Source: an optimization exercise on an open RTL-to-GDS flow (aim: small area, a short achievable clock period and few clock cycles). Production flows keep margins and buffers that such runs may drop.
Where RTL was checked, it was by simulation tests only, not by an equivalence proof against the original.
No activity file was given, so power comes from the tool's default toggle rates.

==> 10-07: inputs <==
==> flow/design.v <==
module pwm_calc #(
    parameter [31:0] OSC_HZ     = 32'd10000000,
    parameter [15:0] PRESCALE   = 16'd16,
    parameter integer RES       = 8,
    parameter [15:0] FREQ_SCALE = 16'd100
) (
    input  wire        clk,
    input  wire        rst,
    input  wire        req_valid,
    input  wire        req_write,
    input  wire [7:0]  req_off,
    input  wire [31:0] req_data,
    output reg         resp_valid,
    output reg  [1:0]  resp_code,
    output reg  [31:0] resp_data
);
    localparam [63:0] N     = OSC_HZ * FREQ_SCALE;           
    localparam [63:0] DSC   = 4 * PRESCALE;                   
    localparam integer DW   = RES + 3;                        
    localparam [63:0] K     = (2 * N) / DSC;                  
    localparam [31:0] FMIN  = (N + (DSC << RES) - 1) / (DSC << RES);  
    localparam [31:0] FMAX  = N / DSC;                        
    localparam [31:0] T1    = K / 3;
    localparam [31:0] T2    = K / 5;
    localparam [31:0] T3    = K / 7;
    localparam [31:0] T4    = K / 9;
    localparam [31:0] T16   = K / 33;
    localparam integer FW   = 22;                             
    function automatic le_const(input [31:0] x, input [31:0] c);
        integer i;
        begin
            le_const = 1'b1;
            for (i = 0; i < 32; i = i + 1)
                le_const = c[i] ? (!x[i] || le_const) : (!x[i] && le_const);
        end
    endfunction
    localparam [1:0] RESP_OKAY   = 2'd0;
    localparam [1:0] RESP_CMDERR = 2'd1;
    localparam [1:0] RESP_BUSERR = 2'd2;
    localparam [1:0] ERR_NONE    = 2'd0;
    localparam [1:0] ERR_RANGE   = 2'd1;
    localparam [1:0] ERR_NOINIT  = 2'd2;
    localparam [1:0] ERR_BADPCT  = 2'd3;
    reg [RES-1:0] period;    
    reg [DW-1:0]  duty;      
    reg [1:0]     err;
    reg           init;
    reg           duty_cur;
    reg           dv_busy;   
    reg           dv_first;  
    reg [2:0]     dv_cnt;    
    reg [FW-1:0]  dv_rem;
    reg [FW-1:0]  dv_f;
    reg [1:0]     p_code;    
    reg           du_busy;   
    reg [2:0]     du_j;      
    reg           du_b;      
    reg           du_last;   
    reg [4:0]     du_r;      
    reg [2:0]     pct_a;     
    reg [4:0]     pct_c;     
    wire off_f   = (req_off == 8'h00);
    wire off_p   = (req_off == 8'h04);
    wire off_per = (req_off == 8'h08);
    wire off_dut = (req_off == 8'h0C) || (req_off == 8'h10) || (req_off == 8'h14);
    wire mapped  = (req_off[1:0] == 2'b00) && (req_off <= 8'h28);
    wire f_in_range = !le_const(req_data, FMIN - 1) && le_const(req_data, FMAX);
    wire pct_ok     = le_const(req_data, 32'd100);
    wire stall = req_write ? ((off_f && (dv_busy || du_busy)) ||
                              (off_p && (du_busy || (dv_busy && !dv_first))))
                           : ((off_per && dv_busy) || (off_dut && du_busy));
    wire       rd_ok = !req_write && (req_off[7:6] == 2'b00) && (req_off[1:0] == 2'b00);
    reg [23:0] rd_word;
    always @(*) begin
        case (req_off[5:2])
            4'd2:    rd_word = {{(24-RES){1'b0}}, period};
            4'd3:    rd_word = {{(24-DW){1'b0}}, duty};
            4'd4:    rd_word = {{(24-DW+2){1'b0}}, duty[DW-1:2]};
            4'd5:    rd_word = {22'd0, duty[1:0]};
            4'd6:    rd_word = {20'd0, duty_cur, init, err};
            4'd7:    rd_word = OSC_HZ[23:0];
            4'd8:    rd_word = {8'd0, PRESCALE};
            4'd9:    rd_word = RES;
            4'd10:   rd_word = {8'd0, FREQ_SCALE};
            default: rd_word = 24'd0;
        endcase
    end
    always @(*) begin
        resp_valid = req_valid && !stall;
        resp_data  = {8'd0, rd_ok ? rd_word : 24'd0};
        resp_code[1] = !mapped || (req_write && !off_f && !off_p);
        resp_code[0] = req_write && ((off_f && !f_in_range) ||
                                     (off_p && (!init || !pct_ok)));
    end
    wire accept = req_valid && !stall;
    wire do_f   = accept && req_write && off_f;
    wire do_p   = accept && req_write && off_p;
    wire ge1  = le_const(req_data, T1);
    wire ge2  = le_const(req_data, T2);
    wire ge3  = le_const(req_data, T3);
    wire ge4  = le_const(req_data, T4);
    wire ge16 = le_const(req_data, T16);
    wire [24:0] h_full = (K[24:0] - {3'b0, req_data[FW-1:0]}) >> 1;
    wire [FW:0]   dv_sh   = {dv_rem, period[RES-1]};
    wire [FW+1:0] dv_diff = {1'b0, dv_sh} - {2'b0, dv_f};
    wire          dv_fit  = !dv_diff[FW+1];
    wire [5:0] du_c12  = {1'b0, pct_c} + 6'd12;
    wire [6:0] du_c212 = {1'b0, pct_c, 1'b0} + 7'd12;
    wire [6:0] du_k    = du_last ? (du_b ? du_c212 : {1'b0, du_c12})
                                 : (du_b ? {2'b0, pct_c} : 7'd0);
    wire [3:0] du_a    = (du_last && du_b) ? {pct_a, 1'b0} :
                         (du_last || du_b) ? {1'b0, pct_a} : 4'd0;
    wire [6:0] du_t    = {1'b0, du_r, 1'b0} + du_k;            
    wire [2:0] du_q    = (du_t >= 7'd100) ? 3'd4 : (du_t >= 7'd75) ? 3'd3 :
                         (du_t >= 7'd50)  ? 3'd2 : (du_t >= 7'd25) ? 3'd1 : 3'd0;
    wire [6:0] du_rn   = du_t - du_q * 7'd25;
    wire [DW-1:0] du_x  = {duty[DW-2:0], 1'b0} + {{(DW-4){1'b0}}, du_a};
    wire [DW-4:0] du_xi = du_x[DW-1:3] + 1'b1;
    wire [3:0]    du_lo = {1'b0, du_x[2:0]} + {1'b0, du_q};
    wire [DW-1:0] du_qn = {du_lo[3] ? du_xi : du_x[DW-1:3], du_lo[2:0]};
    wire [6:0] pct_in = req_data[6:0];
    wire [2:0] pa_in  = (pct_in >= 7'd100) ? 3'd4 : (pct_in >= 7'd75) ? 3'd3 :
                        (pct_in >= 7'd50)  ? 3'd2 : (pct_in >= 7'd25) ? 3'd1 : 3'd0;
    wire [4:0] pc_in  = pct_in - pa_in * 7'd25;
    wire [2:0] p_top  = (p_code == 2'd3) ? 3'd7 : (p_code == 2'd2) ? 3'd3 :
                        (p_code == 2'd1) ? 3'd1 : 3'd0;
    wire       p_one  = (p_code == 2'd0);
    wire       p_topb = period[p_top] && !p_one;
    wire [2:0] p_next = p_one ? 3'd0 : p_top - 1'b1;
    wire [2:0] b_idx  = du_busy ? du_j - 1'b1 : p_next;
    always @(posedge clk) begin
        if (dv_busy) begin
            dv_rem <= dv_fit ? dv_diff[FW-1:0] : dv_sh[FW-1:0];
            dv_cnt <= dv_cnt - 1'b1;
        end else begin
            dv_rem <= ge16 ? {{(FW-17){1'b0}}, h_full[24:8]} : {1'b0, h_full[24:4]};
            dv_cnt <= ge16 ? 3'd7 : 3'd3;
            dv_f   <= req_data[FW-1:0];
        end
        if (du_busy) begin
            du_r    <= du_rn[4:0];
            du_j    <= du_j - 1'b1;
            du_last <= (du_j == 3'd1);
        end else begin
            du_r  <= (p_topb && !dv_busy) ? pc_in : 5'd0;
            du_j  <= dv_busy ? p_top : p_next;
            du_last <= dv_busy ? 1'b0 : (p_next == 3'd0);
            pct_a <= pa_in;
            pct_c <= pc_in;
        end
        du_b <= dv_busy ? dv_fit : period[b_idx];
    end
    always @(posedge clk) begin
        if (rst) begin
            period   <= {RES{1'b0}};
            duty     <= {DW{1'b0}};
            err      <= ERR_NONE;
            init     <= 1'b0;
            duty_cur <= 1'b0;
            dv_busy  <= 1'b0;
            dv_first <= 1'b0;
            du_busy  <= 1'b0;
        end else begin
            if (dv_busy) begin
                period   <= {period[RES-2:0], dv_fit};
                dv_first <= 1'b0;
                if (dv_cnt == 3'd0) dv_busy <= 1'b0;
            end
            if (du_busy) begin
                duty <= du_qn;
                if (du_last) du_busy <= 1'b0;
            end
            if (do_f) begin
                if (!f_in_range) begin
                    err <= ERR_RANGE;
                end else begin
                    err      <= ERR_NONE;
                    init     <= 1'b1;
                    duty_cur <= 1'b0;
                    if (!ge4) begin
                        period <= {{(RES-2){1'b0}}, ge2, ge1 ^ ge2 ^ ge3};
                        p_code <= {1'b0, ge2};
                    end else begin
                        period   <= ge16 ? h_full[7:0] : {h_full[3:0], 4'b0};
                        dv_busy  <= 1'b1;
                        dv_first <= 1'b1;
                        p_code   <= ge16 ? 2'd3 : 2'd2;
                    end
                end
            end
            if (do_p) begin
                if (!init) begin
                    err <= ERR_NOINIT;
                end else if (!pct_ok) begin
                    err <= ERR_BADPCT;
                end else begin
                    err      <= ERR_NONE;
                    duty_cur <= 1'b1;
                    du_busy  <= 1'b1;
                    duty <= (p_topb && !dv_busy) ? {{(DW-3){1'b0}}, pa_in} : {DW{1'b0}};
                end
            end
        end
    end
endmodule
==> flow/run.sh <==
#!/bin/bash
# synth_recipe.tcl (not shown) runs the flow's synth.tcl, then flattens the netlist and writes it again
# the make line also repeats each setting of config.mk as NAME=value (left out here)
make -C /OpenROAD-flow-scripts/flow DESIGN_CONFIG=/design/flow/config.mk WORK_HOME=/design/flow/orfs CLKGATE_MAP_FILE= SYNTH_SCRIPT=/design/flow/synth_recipe.tcl finish
==> flow/config.mk <==
export PLATFORM = sky130hd
export DESIGN_NAME = pwm_calc
export DESIGN_NICKNAME = pwm_calc
export VERILOG_FILES = /design/flow/design.v
export SDC_FILE = /design/flow/constraint.sdc
export NUM_CORES = 4
export LEC_CHECK = 0
export ABC_AREA = 1
export CAP_MARGIN = 20
export CORE_MARGIN = 2
export CORE_UTILIZATION = 40
export CTS_BUF_LIST = sky130_fd_sc_hd__clkbuf_4 sky130_fd_sc_hd__clkbuf_8
export SETUP_SLACK_MARGIN = 3.4
export SLEW_MARGIN = 20
==> flow/constraint.sdc <==
create_clock -name core_clock -period 8.0 [get_ports {clk}]
set_input_delay 1.6000 -clock core_clock [delete_from_list [all_inputs] [get_ports {clk}]]
set_output_delay 1.6000 -clock core_clock [all_outputs]
set_load 0.01 [all_outputs]
==> 06-28: changes against 10-07 <==
--- a/flow/design.v
+++ b/flow/design.v
@@ -55,7 +55,6 @@
     reg           du_busy;   
     reg [2:0]     du_j;      
     reg           du_b;      
-    reg           du_last;   
     reg [4:0]     du_r;      
     reg [2:0]     pct_a;     
     reg [4:0]     pct_c;     
@@ -69,28 +68,31 @@
     wire stall = req_write ? ((off_f && (dv_busy || du_busy)) ||
                               (off_p && (du_busy || (dv_busy && !dv_first))))
                            : ((off_per && dv_busy) || (off_dut && du_busy));
-    wire       rd_ok = !req_write && (req_off[7:6] == 2'b00) && (req_off[1:0] == 2'b00);
-    reg [23:0] rd_word;
+    reg [31:0] rd_data;
     always @(*) begin
-        case (req_off[5:2])
-            4'd2:    rd_word = {{(24-RES){1'b0}}, period};
-            4'd3:    rd_word = {{(24-DW){1'b0}}, duty};
-            4'd4:    rd_word = {{(24-DW+2){1'b0}}, duty[DW-1:2]};
-            4'd5:    rd_word = {22'd0, duty[1:0]};
-            4'd6:    rd_word = {20'd0, duty_cur, init, err};
-            4'd7:    rd_word = OSC_HZ[23:0];
-            4'd8:    rd_word = {8'd0, PRESCALE};
-            4'd9:    rd_word = RES;
-            4'd10:   rd_word = {8'd0, FREQ_SCALE};
-            default: rd_word = 24'd0;
+        case (req_off)
+            8'h08:   rd_data = {{(32-RES){1'b0}}, period};
+            8'h0C:   rd_data = {{(32-DW){1'b0}}, duty};
+            8'h10:   rd_data = {{(32-DW+2){1'b0}}, duty[DW-1:2]};
+            8'h14:   rd_data = {30'd0, duty[1:0]};
+            8'h18:   rd_data = {28'd0, duty_cur, init, err};
+            8'h1C:   rd_data = OSC_HZ;
+            8'h20:   rd_data = {16'd0, PRESCALE};
+            8'h24:   rd_data = RES;
+            8'h28:   rd_data = {16'd0, FREQ_SCALE};
+            default: rd_data = 32'd0;
         endcase
     end
     always @(*) begin
         resp_valid = req_valid && !stall;
-        resp_data  = {8'd0, rd_ok ? rd_word : 24'd0};
-        resp_code[1] = !mapped || (req_write && !off_f && !off_p);
-        resp_code[0] = req_write && ((off_f && !f_in_range) ||
-                                     (off_p && (!init || !pct_ok)));
+        resp_data  = req_write ? 32'd0 : rd_data;
+        if (!mapped || (req_write && !off_f && !off_p))
+            resp_code = RESP_BUSERR;
+        else if (req_write && ((off_f && !f_in_range) ||
+                               (off_p && (!init || !pct_ok))))
+            resp_code = RESP_CMDERR;
+        else
+            resp_code = RESP_OKAY;
     end
     wire accept = req_valid && !stall;
     wire do_f   = accept && req_write && off_f;
@@ -104,6 +106,7 @@
     wire [FW:0]   dv_sh   = {dv_rem, period[RES-1]};
     wire [FW+1:0] dv_diff = {1'b0, dv_sh} - {2'b0, dv_f};
     wire          dv_fit  = !dv_diff[FW+1];
+    wire       du_last = (du_j == 3'd0);
     wire [5:0] du_c12  = {1'b0, pct_c} + 6'd12;
     wire [6:0] du_c212 = {1'b0, pct_c, 1'b0} + 7'd12;
     wire [6:0] du_k    = du_last ? (du_b ? du_c212 : {1'b0, du_c12})
@@ -114,10 +117,8 @@
     wire [2:0] du_q    = (du_t >= 7'd100) ? 3'd4 : (du_t >= 7'd75) ? 3'd3 :
                          (du_t >= 7'd50)  ? 3'd2 : (du_t >= 7'd25) ? 3'd1 : 3'd0;
     wire [6:0] du_rn   = du_t - du_q * 7'd25;
-    wire [DW-1:0] du_x  = {duty[DW-2:0], 1'b0} + {{(DW-4){1'b0}}, du_a};
-    wire [DW-4:0] du_xi = du_x[DW-1:3] + 1'b1;
-    wire [3:0]    du_lo = {1'b0, du_x[2:0]} + {1'b0, du_q};
-    wire [DW-1:0] du_qn = {du_lo[3] ? du_xi : du_x[DW-1:3], du_lo[2:0]};
+    wire [3:0] du_s    = du_a + {1'b0, du_q};                  
+    wire [DW-1:0] du_qn = {duty[DW-2:0], 1'b0} + {{(DW-4){1'b0}}, du_s};
     wire [6:0] pct_in = req_data[6:0];
     wire [2:0] pa_in  = (pct_in >= 7'd100) ? 3'd4 : (pct_in >= 7'd75) ? 3'd3 :
                         (pct_in >= 7'd50)  ? 3'd2 : (pct_in >= 7'd25) ? 3'd1 : 3'd0;
@@ -127,29 +128,7 @@
     wire       p_one  = (p_code == 2'd0);
     wire       p_topb = period[p_top] && !p_one;
     wire [2:0] p_next = p_one ? 3'd0 : p_top - 1'b1;
-    wire [2:0] b_idx  = du_busy ? du_j - 1'b1 : p_next;
-    always @(posedge clk) begin
-        if (dv_busy) begin
-            dv_rem <= dv_fit ? dv_diff[FW-1:0] : dv_sh[FW-1:0];
-            dv_cnt <= dv_cnt - 1'b1;
-        end else begin
-            dv_rem <= ge16 ? {{(FW-17){1'b0}}, h_full[24:8]} : {1'b0, h_full[24:4]};
-            dv_cnt <= ge16 ? 3'd7 : 3'd3;
-            dv_f   <= req_data[FW-1:0];
-        end
-        if (du_busy) begin
-            du_r    <= du_rn[4:0];
-            du_j    <= du_j - 1'b1;
-            du_last <= (du_j == 3'd1);
-        end else begin
-            du_r  <= (p_topb && !dv_busy) ? pc_in : 5'd0;
-            du_j  <= dv_busy ? p_top : p_next;
-            du_last <= dv_busy ? 1'b0 : (p_next == 3'd0);
-            pct_a <= pa_in;
-            pct_c <= pc_in;
-        end
-        du_b <= dv_busy ? dv_fit : period[b_idx];
-    end
+    wire [2:0] b_idx  = do_p ? p_next : du_j - 1'b1;
     always @(posedge clk) begin
         if (rst) begin
             period   <= {RES{1'b0}};
@@ -162,14 +141,20 @@
             du_busy  <= 1'b0;
         end else begin
             if (dv_busy) begin
+                dv_rem   <= dv_fit ? dv_diff[FW-1:0] : dv_sh[FW-1:0];
                 period   <= {period[RES-2:0], dv_fit};
+                dv_cnt   <= dv_cnt - 1'b1;
                 dv_first <= 1'b0;
                 if (dv_cnt == 3'd0) dv_busy <= 1'b0;
             end
             if (du_busy) begin
-                duty <= du_qn;
+                duty  <= du_qn;
+                du_r  <= du_rn[4:0];
+                du_j  <= du_j - 1'b1;
                 if (du_last) du_busy <= 1'b0;
             end
+            if (du_busy || do_p)
+                du_b <= dv_busy ? dv_fit : period[b_idx];
             if (do_f) begin
                 if (!f_in_range) begin
                     err <= ERR_RANGE;
@@ -180,11 +165,22 @@
                     if (!ge4) begin
                         period <= {{(RES-2){1'b0}}, ge2, ge1 ^ ge2 ^ ge3};
                         p_code <= {1'b0, ge2};
-                    end else begin
-                        period   <= ge16 ? h_full[7:0] : {h_full[3:0], 4'b0};
+                    end else if (!ge16) begin
+                        period   <= {h_full[3:0], 4'b0};
+                        dv_rem   <= {1'b0, h_full[24:4]};
+                        dv_f     <= req_data[FW-1:0];
+                        dv_cnt   <= 3'd3;
                         dv_busy  <= 1'b1;
                         dv_first <= 1'b1;
-                        p_code   <= ge16 ? 2'd3 : 2'd2;
+                        p_code   <= 2'd2;
+                    end else begin
+                        period   <= h_full[7:0];
+                        dv_rem   <= {{(FW-17){1'b0}}, h_full[24:8]};
+                        dv_f     <= req_data[FW-1:0];
+                        dv_cnt   <= 3'd7;
+                        dv_busy  <= 1'b1;
+                        dv_first <= 1'b1;
+                        p_code   <= 2'd3;
                     end
                 end
             end
@@ -197,7 +193,17 @@
                     err      <= ERR_NONE;
                     duty_cur <= 1'b1;
                     du_busy  <= 1'b1;
-                    duty <= (p_topb && !dv_busy) ? {{(DW-3){1'b0}}, pa_in} : {DW{1'b0}};
+                    pct_a    <= pa_in;
+                    pct_c    <= pc_in;
+                    if (dv_busy) begin
+                        duty <= {DW{1'b0}};
+                        du_r <= 5'd0;
+                        du_j <= p_top;
+                    end else begin
+                        duty <= p_topb ? {{(DW-3){1'b0}}, pa_in} : {DW{1'b0}};
+                        du_r <= p_topb ? pc_in : 5'd0;
+                        du_j <= p_next;
+                    end
                 end
             end
         end
==> flow/config.mk (replaced) <==
export PLATFORM = sky130hd
export DESIGN_NAME = pwm_calc
export DESIGN_NICKNAME = pwm_calc
export VERILOG_FILES = /design/flow/design.v
export SDC_FILE = /design/flow/constraint.sdc
export NUM_CORES = 4
export LEC_CHECK = 0
export CAP_MARGIN = 20
export CORE_MARGIN = 2
export CORE_UTILIZATION = 40
export SLEW_MARGIN = 20
==> run notes <==
	10-07	06-28
Worst-skew pair later-pin latency	380 ps	360 ps
Proportion of synthesized chip area in sequential cells	0.261	0.297
Largest voltage drop on the vdd net	83.3 uV	98.2 uV
Root Buffer Master	clkbuf_8	clkbuf_16
Net switching fraction of the power	0.336	0.294
Result of the run	complete, no violations	complete, no violations
Final routed wirelength across all metal layers	24.1 mm	23.1 mm
Non-clock buffer contribution to total cell area	0.106	0.0702
Power of the combinational group	0.361 mW	0.287 mW
Critical register-to-register path startpoint	du_last	du_j[0]
Post-Layout Inst Area	10100 um2	9380 um2
Met1 layer usage reported by global route	0.306	0.309
Cell accounting for the most synthesized area	dfxtp_1	edfxtp_1
Avg Inst Size Synth	6.80 um2	8.25 um2
Max-slew headroom at the worst pin	0.389	0.288
Count of inverters other than clock inverters in the layout	188	69
Post-Place Cells	1536	1301
Synth Instances	1231	1021
Relative contribution of the clock network to total power	0.284	0.339
Fmax	215 MHz	164 MHz
WP data arrival	3050 ps	4500 ps
Complex-gate fraction of the synthesized area	0.182	0.233
Clock-pin transition on the worst setup and hold timing paths	90 ps	60 ps
Maximum fanout along the worst path	7	11
Die Span Y	149 um	149 um
Cell internal pwr	0.826 mW	0.874 mW
Flop pwr share	0.426	0.429
Testbench counts of 10-07, summed over its fixed seeds: cycles 8,596.
No functional check of the RTL was part of 06-28.

==> afterwards: timing with drivers on the ports <==
The flow's constraints put no driver on any port. The routed layouts listed below were extracted and timed again, unchanged, in two steps. Step 1 assumes that a clkbuf_16 drives the clock port and a buf_2 every other input. Step 2, shift: input delay + t, output delay - t, t = (earliest + latest rising clock arrival at the registers) / 2. This alone moves slack from input paths to output paths. Three values: ideal ports, drivers, drivers and shift; two values: the first two.
| run | t, ns | slack for setup (ns) | worst setup path after step 2 | slew at the worst register clock pin (ns) | worst data-port slew with drivers (ns) |
|---|---|---|---|---|---|
| 10-07 | 0.418 | 3.353 / 3.282 / 3.063 | input to register | 0.10 / 0.10 | 0.09 |
| 06-28 | 0.401 | 1.899 / 1.856 / 1.856 | input to output | 0.07 / 0.07 | 0.06 |
After both steps every run listed still meets setup and hold. For 10-07, which loses most, drivers alone change the setup slack by -0.071 ns; drivers and shift together by -0.290 ns.
